This is an optimization exercise on Yosys and OpenROAD, whose aim is small area and few clock cycles, not a production implementation.
In this exercise RTL edits were held to simulation tests only and were not proved equivalent to the original.
Power is estimated from default activity; no workload was simulated.

--- design.v ---
module mnp_crc_step (
    input  wire [15:0] crc_in,
    input  wire [7:0]  octet,
    output reg  [15:0] crc_out
);
    integer i;
    always @* begin
        crc_out = crc_in ^ {8'h00, octet};
        for (i = 0; i < 8; i = i + 1) begin
            if (crc_out[0])
                crc_out = (crc_out >> 1) ^ 16'hA001;
            else
                crc_out = crc_out >> 1;
        end
    end
endmodule
module mnp_txf (
    input  wire       clk,
    input  wire       rst,
    input  wire       in_valid,
    output wire       in_ready,
    input  wire       in_end,
    input  wire [7:0] in_data,
    output reg        out_valid,
    input  wire       out_ready,
    output reg  [7:0] out_data
);
    localparam [7:0] SYN = 8'h16, DLE = 8'h10, STX = 8'h02, ETX = 8'h03;
    localparam [2:0] T_IDLE  = 3'd0,
                     T_DLE   = 3'd1,
                     T_STX   = 3'd2,
                     T_DATA  = 3'd3,
                     T_STUFF = 3'd4,
                     T_ETX   = 3'd5,
                     T_FCSLO = 3'd6,
                     T_FCSHI = 3'd7;
    reg  [2:0]  state;
    reg  [15:0] crc;
    wire advance = !out_valid || out_ready;
    assign in_ready = advance && (state == T_DATA);
    wire [7:0]  crc_octet = (state == T_ETX) ? ETX : in_data;
    wire [15:0] crc_next;
    mnp_crc_step u_crc (.crc_in(crc), .octet(crc_octet), .crc_out(crc_next));
    always @(posedge clk) begin
        if (rst) begin
            state     <= T_IDLE;
            crc       <= 16'h0000;
            out_valid <= 1'b0;
            out_data  <= 8'h00;
        end else if (advance) begin
            out_valid <= 1'b0;
            case (state)
                T_IDLE: begin
                    if (in_valid) begin
                        out_valid <= 1'b1;
                        out_data  <= SYN;
                        crc       <= 16'h0000;
                        state     <= T_DLE;
                    end
                end
                T_DLE: begin
                    out_valid <= 1'b1;
                    out_data  <= DLE;
                    state     <= T_STX;
                end
                T_STX: begin
                    out_valid <= 1'b1;
                    out_data  <= STX;
                    state     <= T_DATA;
                end
                T_DATA: begin
                    if (in_valid) begin
                        out_valid <= 1'b1;
                        if (in_end) begin
                            out_data <= DLE;
                            state    <= T_ETX;
                        end else begin
                            out_data <= in_data;
                            crc      <= crc_next;
                            if (in_data == DLE)
                                state <= T_STUFF;
                        end
                    end
                end
                T_STUFF: begin
                    out_valid <= 1'b1;
                    out_data  <= DLE;
                    state     <= T_DATA;
                end
                T_ETX: begin
                    out_valid <= 1'b1;
                    out_data  <= ETX;
                    crc       <= crc_next;
                    state     <= T_FCSLO;
                end
                T_FCSLO: begin
                    out_valid <= 1'b1;
                    out_data  <= crc[7:0];
                    state     <= T_FCSHI;
                end
                T_FCSHI: begin
                    out_valid <= 1'b1;
                    out_data  <= crc[15:8];
                    state     <= T_IDLE;
                end
                default: state <= T_IDLE;
            endcase
        end
    end
endmodule
module mnp_rxd #(
    parameter integer MAXPKT = 1024
) (
    input  wire        clk,
    input  wire        rst,
    input  wire        in_valid,
    output wire        in_ready,
    input  wire        in_eos,
    input  wire [7:0]  in_data,
    output reg         out_valid,
    output reg  [7:0]  out_data,
    output reg         done_valid,
    output reg  [2:0]  done_status,
    output reg  [7:0]  done_kind,
    output reg  [7:0]  done_seq,
    output reg  [7:0]  done_credit,
    output reg  [10:0] done_len
);
    localparam [7:0] SYN = 8'h16, DLE = 8'h10, STX = 8'h02, ETX = 8'h03;
    localparam [2:0] ST_GOOD = 3'd0,
                     ST_CRC  = 3'd1,
                     ST_ESC  = 3'd2,
                     ST_OVF  = 3'd3,
                     ST_EOS  = 3'd4;
    localparam [7:0] K_OTHER = 8'h00, K_LR = 8'h01, K_LD = 8'h02,
                     K_LT = 8'h04, K_LA = 8'h05;
    localparam [2:0] R_HUNT0 = 3'd0,
                     R_HUNT1 = 3'd1,
                     R_HUNT2 = 3'd2,
                     R_DATA  = 3'd3,
                     R_ESC   = 3'd4,
                     R_FCS1  = 3'd5,
                     R_FCS2  = 3'd6;
    reg  [2:0]  state;
    reg  [15:0] crc;
    reg  [7:0]  fcs_lo;
    reg  [10:0] cnt;        
    reg         ext;        
    reg  [7:0]  hdr_type;   
    reg  [7:0]  hdr_b1;     
    reg  [7:0]  hdr_b2;     
    assign in_ready = 1'b1;
    wire take = in_valid;
    wire [15:0] crc_next;
    mnp_crc_step u_crc (.crc_in(crc), .octet(in_data), .crc_out(crc_next));
    wire [10:0] off_type = ext ? 11'd3 : 11'd1;
    wire        full     = (cnt == MAXPKT);
    reg  [7:0] cls_kind, cls_seq, cls_credit;
    always @* begin
        cls_kind   = K_OTHER;
        cls_seq    = 8'h00;
        cls_credit = 8'h00;
        if (cnt != 11'd0 && cnt >= off_type + 11'd1) begin
            case (hdr_type)
                K_LR: cls_kind = K_LR;
                K_LD: cls_kind = K_LD;
                K_LT: if (cnt >= off_type + 11'd2) begin
                    cls_kind = K_LT;
                    cls_seq  = hdr_b1;
                end
                K_LA: if (cnt >= off_type + 11'd3) begin
                    cls_kind   = K_LA;
                    cls_seq    = hdr_b1;
                    cls_credit = hdr_b2;
                end
                default: ;
            endcase
        end
    end
    always @(posedge clk) begin
        if (rst) begin
            state       <= R_HUNT0;
            crc         <= 16'h0000;
            fcs_lo      <= 8'h00;
            cnt         <= 11'd0;
            ext         <= 1'b0;
            hdr_type    <= 8'h00;
            hdr_b1      <= 8'h00;
            hdr_b2      <= 8'h00;
            out_valid   <= 1'b0;
            out_data    <= 8'h00;
            done_valid  <= 1'b0;
            done_status <= 3'd0;
            done_kind   <= 8'h00;
            done_seq    <= 8'h00;
            done_credit <= 8'h00;
            done_len    <= 11'd0;
        end else begin
            out_valid  <= 1'b0;
            done_valid <= 1'b0;
            if (take) begin
                if (in_eos) begin
                    done_valid  <= 1'b1;
                    done_status <= ST_EOS;
                    state       <= R_HUNT0;
                end else begin
                    case (state)
                        R_HUNT0: state <= (in_data == SYN) ? R_HUNT1 : R_HUNT0;
                        R_HUNT1: state <= (in_data == DLE) ? R_HUNT2 : R_HUNT0;
                        R_HUNT2: begin
                            if (in_data == STX) begin
                                crc   <= 16'h0000;
                                cnt   <= 11'd0;
                                state <= R_DATA;
                            end else begin
                                state <= R_HUNT0;
                            end
                        end
                        R_DATA, R_ESC: begin
                            if (state == R_DATA && in_data == DLE) begin
                                state <= R_ESC;
                            end else if (state == R_ESC && in_data == ETX) begin
                                crc   <= crc_next;
                                state <= R_FCS1;
                            end else if (state == R_ESC && in_data != DLE) begin
                                done_valid  <= 1'b1;
                                done_status <= ST_ESC;
                                state       <= R_HUNT0;
                            end else if (full) begin
                                done_valid  <= 1'b1;
                                done_status <= ST_OVF;
                                state       <= R_HUNT0;
                            end else begin
                                out_valid <= 1'b1;
                                out_data  <= in_data;
                                crc       <= crc_next;
                                cnt       <= cnt + 11'd1;
                                if (cnt == 11'd0)
                                    ext <= (in_data == 8'hFF);
                                if (cnt != 11'd0 && cnt == off_type)
                                    hdr_type <= in_data;
                                if (cnt != 11'd0 && cnt == off_type + 11'd1)
                                    hdr_b1 <= in_data;
                                if (cnt != 11'd0 && cnt == off_type + 11'd2)
                                    hdr_b2 <= in_data;
                                state <= R_DATA;
                            end
                        end
                        R_FCS1: begin
                            fcs_lo <= in_data;
                            state  <= R_FCS2;
                        end
                        R_FCS2: begin
                            done_valid  <= 1'b1;
                            done_status <= (crc == {in_data, fcs_lo}) ? ST_GOOD : ST_CRC;
                            done_kind   <= cls_kind;
                            done_seq    <= cls_seq;
                            done_credit <= cls_credit;
                            done_len    <= cnt;
                            state       <= R_HUNT0;
                        end
                        default: state <= R_HUNT0;
                    endcase
                end
            end
        end
    end
endmodule
module mnp_codec (
    input  wire        clk,
    input  wire        rst,
    input  wire        tx_in_valid,
    output wire        tx_in_ready,
    input  wire        tx_in_end,
    input  wire [7:0]  tx_in_data,
    output wire        tx_out_valid,
    input  wire        tx_out_ready,
    output wire [7:0]  tx_out_data,
    input  wire        rx_in_valid,
    output wire        rx_in_ready,
    input  wire        rx_in_eos,
    input  wire [7:0]  rx_in_data,
    output wire        rx_out_valid,
    output wire [7:0]  rx_out_data,
    output wire        rx_done_valid,
    output wire [2:0]  rx_done_status,
    output wire [7:0]  rx_done_kind,
    output wire [7:0]  rx_done_seq,
    output wire [7:0]  rx_done_credit,
    output wire [10:0] rx_done_len
);
    mnp_txf u_txf (
        .clk(clk), .rst(rst),
        .in_valid(tx_in_valid), .in_ready(tx_in_ready),
        .in_end(tx_in_end), .in_data(tx_in_data),
        .out_valid(tx_out_valid), .out_ready(tx_out_ready),
        .out_data(tx_out_data)
    );
    mnp_rxd #(.MAXPKT(1024)) u_rxd (
        .clk(clk), .rst(rst),
        .in_valid(rx_in_valid), .in_ready(rx_in_ready),
        .in_eos(rx_in_eos), .in_data(rx_in_data),
        .out_valid(rx_out_valid), .out_data(rx_out_data),
        .done_valid(rx_done_valid), .done_status(rx_done_status),
        .done_kind(rx_done_kind), .done_seq(rx_done_seq),
        .done_credit(rx_done_credit), .done_len(rx_done_len)
    );
endmodule
--- run.sh ---
#!/bin/bash
# synth_recipe.tcl (not shown) runs the flow's synth.tcl, then flattens the netlist and writes it again
# the make line also repeats each setting of config.mk as NAME=value (left out here)
make -C /OpenROAD-flow-scripts/flow DESIGN_CONFIG=/design/flow/config.mk WORK_HOME=/design/flow/orfs CLKGATE_MAP_FILE= SYNTH_SCRIPT=/design/flow/synth_recipe.tcl finish
--- config.mk ---
export PLATFORM = sky130hd
export DESIGN_NAME = mnp_codec
export DESIGN_NICKNAME = mnp_codec
export VERILOG_FILES = /design/flow/design.v
export SDC_FILE = /design/flow/constraint.sdc
export NUM_CORES = 4
export LEC_CHECK = 0
export CAP_MARGIN = 20
export CORE_MARGIN = 2
export CORE_UTILIZATION = 40
export PLACE_DENSITY = 0.6
export SLEW_MARGIN = 20
--- constraint.sdc ---
create_clock -name core_clock -period 5.0 [get_ports {clk}]
set_input_delay 1.0000 -clock core_clock [delete_from_list [all_inputs] [get_ports {clk}]]
set_output_delay 1.0000 -clock core_clock [all_outputs]
set_load 0.01 [all_outputs]
==> results.txt <==
The run finished with no timing, DRC or antenna violations. The tools report the worst setup margin as 1.406 ns. TritonCTS built the clock tree.

Per report_power, the sequential group accounts for 39.6% of the total. TritonCTS created 17 clock buffers. For the starting density of the core, the log shows 40.36%.

The worst path uses 71.87% of the clock period. Counting flops with a built-in enable in the synthesized netlist gives 0. In the synthesized netlist the async set-or-reset flop fraction comes to 0%. The number of rows in the core area was 47; the total negative slack for setup checks was 0 ns. The slew at the pin with the worst max-slew slack came out at 0.9697 ns.

The number of storage elements in the synthesis netlist came out at 134. From synthesis to final layout, the design area changed by 22.31%. Across every metal layer, demand over resource in global routing totals 18.59%. The tightest slew margin relative to the limit is 35.20%. The min-delay analysis places its worst path in the category flop to flop. After detailed routing, the total wire length is 15930 um.

The number of gates given a new drive strength after cts was 0; the half-perimeter wire length of the detailed placement result was 11360 um. Summed over all layers, the global routing overflow is 0. The tools report the worst-skew pair later-pin latency as 0.42 ns. The critical path endpoint category is a flop. The highest achievable clock rate was 278.3 MHz. The worst-case clock skew was 0.008401 ns; the max-slew violation count was 0. The count of nets left with antenna violations once routing finished came out at 0.

The detailed router placed 5483 vias in this run. The wire length of the first global-routing pass was 26450 um. Setup repair after global routing left no endpoint under its margin. The largest total area in the synthesized netlist belongs to sky130_fd_sc_hd__dfxtp_1.

The minimum clock period was 3.594 ns. By area the synthesized netlist is led by sky130_fd_sc_hd__dfxtp_1 41%, sky130_fd_sc_hd__nor2_1 7.3%, sky130_fd_sc_hd__mux2i_1 6.0%. The average cell area after synthesis was 8.877 um^2.

After clock tree synthesis, the clock-pin slew on the worst setup and hold paths is 0.06 ns. The switching part of the total works out to 23.18%. After the last flow step, the layout net total stands at 823. The floorplan step defined a core boundary enclosing 16410 um^2. Counting cells, the worst reg-to-reg path comes to 6. The starting DRC count in detailed routing was 299; the number of instances on the worst hold path was 2.

The analysis attributes to cell leakage a power of 3.243 nW. The count of buffers added on input and output ports is 75. In the routed layout, each cell is associated on average with a via count of 5.334.

The first detailed-routing pass took 5 iterations. After technology mapping, the gate count stands at 746. During I/O placement, the number of pins put on the boundary was 82. Summed over its instances, the top area cell type makes up 40.51% of the synthesized netlist area.

The run gives 0 as the detailed-route DRC error count. The critical path is of the input pin to flop type. The H-tree generated during clock tree synthesis spans 4 levels. The post-route netlist has 8.045% of its cells at a drive strength greater than 1. CTS placed an instance of sky130_fd_sc_hd__clkbuf_16 at the clock tree root.

OpenSTA, run right after detailed placement, puts the worst setup slack at 0.9967 ns. The die covers 17600 um^2. The buffer depth of the longest clock path came out at 2.

Power spread over the standard cell area amounts to 343.5 nW/um^2. The number of diodes added for antenna fixing was 0. The startpoint kind of the worst setup timing path is an input pin. In the final routed layout, each cell accounts on average for 15.50 um.

Buffers added to address setup during post-CTS repair amount to 0. For this run, the leading register cell type out of synthesis is sky130_fd_sc_hd__dfxtp_1. During synthesis, Yosys emitted a total of 3 warnings. The run gives 0.2359 mV as the worst ir drop on vdd. The pin count of the biggest net entering global routing was 88; the final weighted congestion of routability-driven global placement was 0.8720.

Post-route total power: 2.783 mW. The count of maximum capacitance violations came out at 0. For the total non-filler cell area in the finished layout, the log shows 8100 um^2. CTS saw 134 sinks. The initial antenna violation count was 0. The net switching power figure is 644.9 uW, and the utilization after layout is 49.37%. The number of hold-slack violations in the final timing report is 0. The largest fanout on the critical path is 10, and the height of the die is 132.7 um. The data arrival at the endpoint of the critical path is 3.95 ns, and the sequential cell area fraction in the yosys report is 40.51%. After synthesis, the netlist uses 75 different library cells. Setup violations remaining at the end of the flow were counted as 0. Die outline width: 132.7 um. The combinational share of power is 9.2%.

Per report_power, the clock group accounts for 51.2% of the total. The total of hold buffers inserted after clock tree synthesis was 0; the total internal power was 2.138 mW. The commonest cells after synthesis are 134 x sky130_fd_sc_hd__dfxtp_1, 129 x sky130_fd_sc_hd__nor2_1, 50 x sky130_fd_sc_hd__nand2_1. Summing all placed instances gives a cell area of 7418 um^2. The run gives 5.35 ns as the required time of the worst setup path. For the number of global-route vias before repair, the log shows 5331. sky130_fd_sc_hd__dfxtp_1 is the most common cell in the netlist.

The synthesized area came out at 6623 um^2.
## layer usage
| metal | track usage (%) | wire length (um) |
|---|---|---|
| met2 | 33.53 | 8169 |
| met5 | 0 | 0 |
| met3 | 4.406 | 709 |
| met4 | 6.691 | 206 |
| met1 | 21.39 | 6844 |
## kinds of logic (layout without fill, tap and decap cells)
family	count (synthesis)	in the layout	synth area share, %
AO/OA/AOI/OAI	142	142	15.13
XOR/XNOR	74	74	11.05
adder cells (fa/ha/maj)	5	5	0.9446
buffers and inverters	66	124	4.969
flip-flops	134	134	40.51
multiplexers	40	40	6.046
other	2	6	0.1134
AND/OR/NAND/NOR	283	283	21.24
## state kept, by name (all words and copies together), names as in the netlist, 11 cells and up
register	cells
u_rxd.cnt	11
u_rxd.crc	16
u_rxd.done_len	11
u_txf.crc	16
## critical path, cell delays in order
cell,delay [ns]
sky130_fd_sc_hd__clkdlybuf4s50_1,0.66
sky130_fd_sc_hd__nor4_1,0.55
sky130_fd_sc_hd__nand4_1,0.24
sky130_fd_sc_hd__a221oi_2,0.56
sky130_fd_sc_hd__nand4b_1,0.30
sky130_fd_sc_hd__or3_2,0.48
sky130_fd_sc_hd__a21oi_1,0.15
## cell type report
type	instances	area [um^2]
flip-flops and latches	134	2683
repair buffers	83	808.3
clock buffers	17	425.4
multi-input cells	550	3626
inverters	9	33.78
fillers	1498	8307
well taps	220	275.3
clock inverters	15	249.0
## layout by cell type (no fill, tap or decap), types with 5 or more instances in the layout
cell type                         instances
sky130_fd_sc_hd__nand2b_1                10
sky130_fd_sc_hd__and3_1                   6
sky130_fd_sc_hd__buf_4                    8
sky130_fd_sc_hd__mux2i_1                 40
sky130_fd_sc_hd__a22oi_1                 39
sky130_fd_sc_hd__dfxtp_1                134
sky130_fd_sc_hd__or3_1                    5
sky130_fd_sc_hd__nor4_1                   7
sky130_fd_sc_hd__a222oi_1                 5
sky130_fd_sc_hd__o21ai_0                 17
sky130_fd_sc_hd__a32oi_1                 10
sky130_fd_sc_hd__a21oi_1                 40
sky130_fd_sc_hd__nor2b_1                  7
sky130_fd_sc_hd__ha_1                     5
sky130_fd_sc_hd__clkbuf_16               17
sky130_fd_sc_hd__nand4_1                  7
sky130_fd_sc_hd__nor3_1                   6
sky130_fd_sc_hd__xnor3_1                  5
sky130_fd_sc_hd__clkdlybuf4s50_1         74
sky130_fd_sc_hd__conb_1                   6
sky130_fd_sc_hd__inv_1                    9
sky130_fd_sc_hd__nor2_1                 129
sky130_fd_sc_hd__nand3_1                 13
sky130_fd_sc_hd__xnor2_1                 41
sky130_fd_sc_hd__nand2_1                 50
sky130_fd_sc_hd__bufinv_16                6
sky130_fd_sc_hd__xor2_1                  27
## path summary, 6_finish.rpt
kind | endpoint | start | slack, ns
setup / recovery | u_rxd.cnt[6]$_SDFFE_PP0P_ | rx_in_data[5] | 1.41
hold / removal | u_rxd.done_len[4]$_SDFFE_PP0P_ | u_rxd.done_len[4]$_SDFFE_PP0P_ | 0.46
setup reg to reg | u_rxd.crc[6]$_SDFFE_PP0P_ | u_rxd.cnt[6]$_SDFFE_PP0P_ | 2.17
hold reg to reg | u_rxd.done_len[4]$_SDFFE_PP0P_ | u_rxd.done_len[4]$_SDFFE_PP0P_ | 0.46
## power groups by stage
stage	Clock, mW	Combinational [mW]	Sequential (mW)
6_report	1.42	0.256	1.10
5_1_grt	1.50	0.282	1.11
4_1_cts	1.45	0.254	1.10
3_5_place_dp	0	0.253	1.13
3_3_place_gp	0	0.249	1.13
2_1_floorplan	0	0.192	1.12
## per-stage QoR
stage / hold slack (ns) / std cells
final: 0.4559 / 1028
after detailed placement: 0.4511 / 995
after global routing: 0.4774 / 1028
after CTS: 0.4591 / 1027
after global placement: 0.4412 / 995
after floorplan: 0.4553 / 750
Testbench counts, summed over its fixed seeds: cycles 23,953.

[afterwards: timing with drivers on the ports]
In the flow no input, the clock included, has a driving cell. The finished layout below was timed again as built, in two steps.
Step 1 sets driving cells, clkbuf_16 on the clock port and buf_2 on the other inputs (assumed; they add their load-dependent delay and slew).
Step 2, shift: input delay + t, output delay - t, t = (earliest + latest rising clock arrival at the registers) / 2. This alone moves slack from input paths to output paths.
Slacks: no drivers / after step 1 / after step 2; pairs: no drivers / after step 1.
t, ns: 0.460
setup WS [ns]: 1.406 / 1.426 / 0.966
slew at the worst register clock pin (ns): 0.06 / 0.06
After both steps setup and hold are still met in this run. For this run, drivers alone change the setup slack by +0.020 ns; drivers and shift together by -0.440 ns.
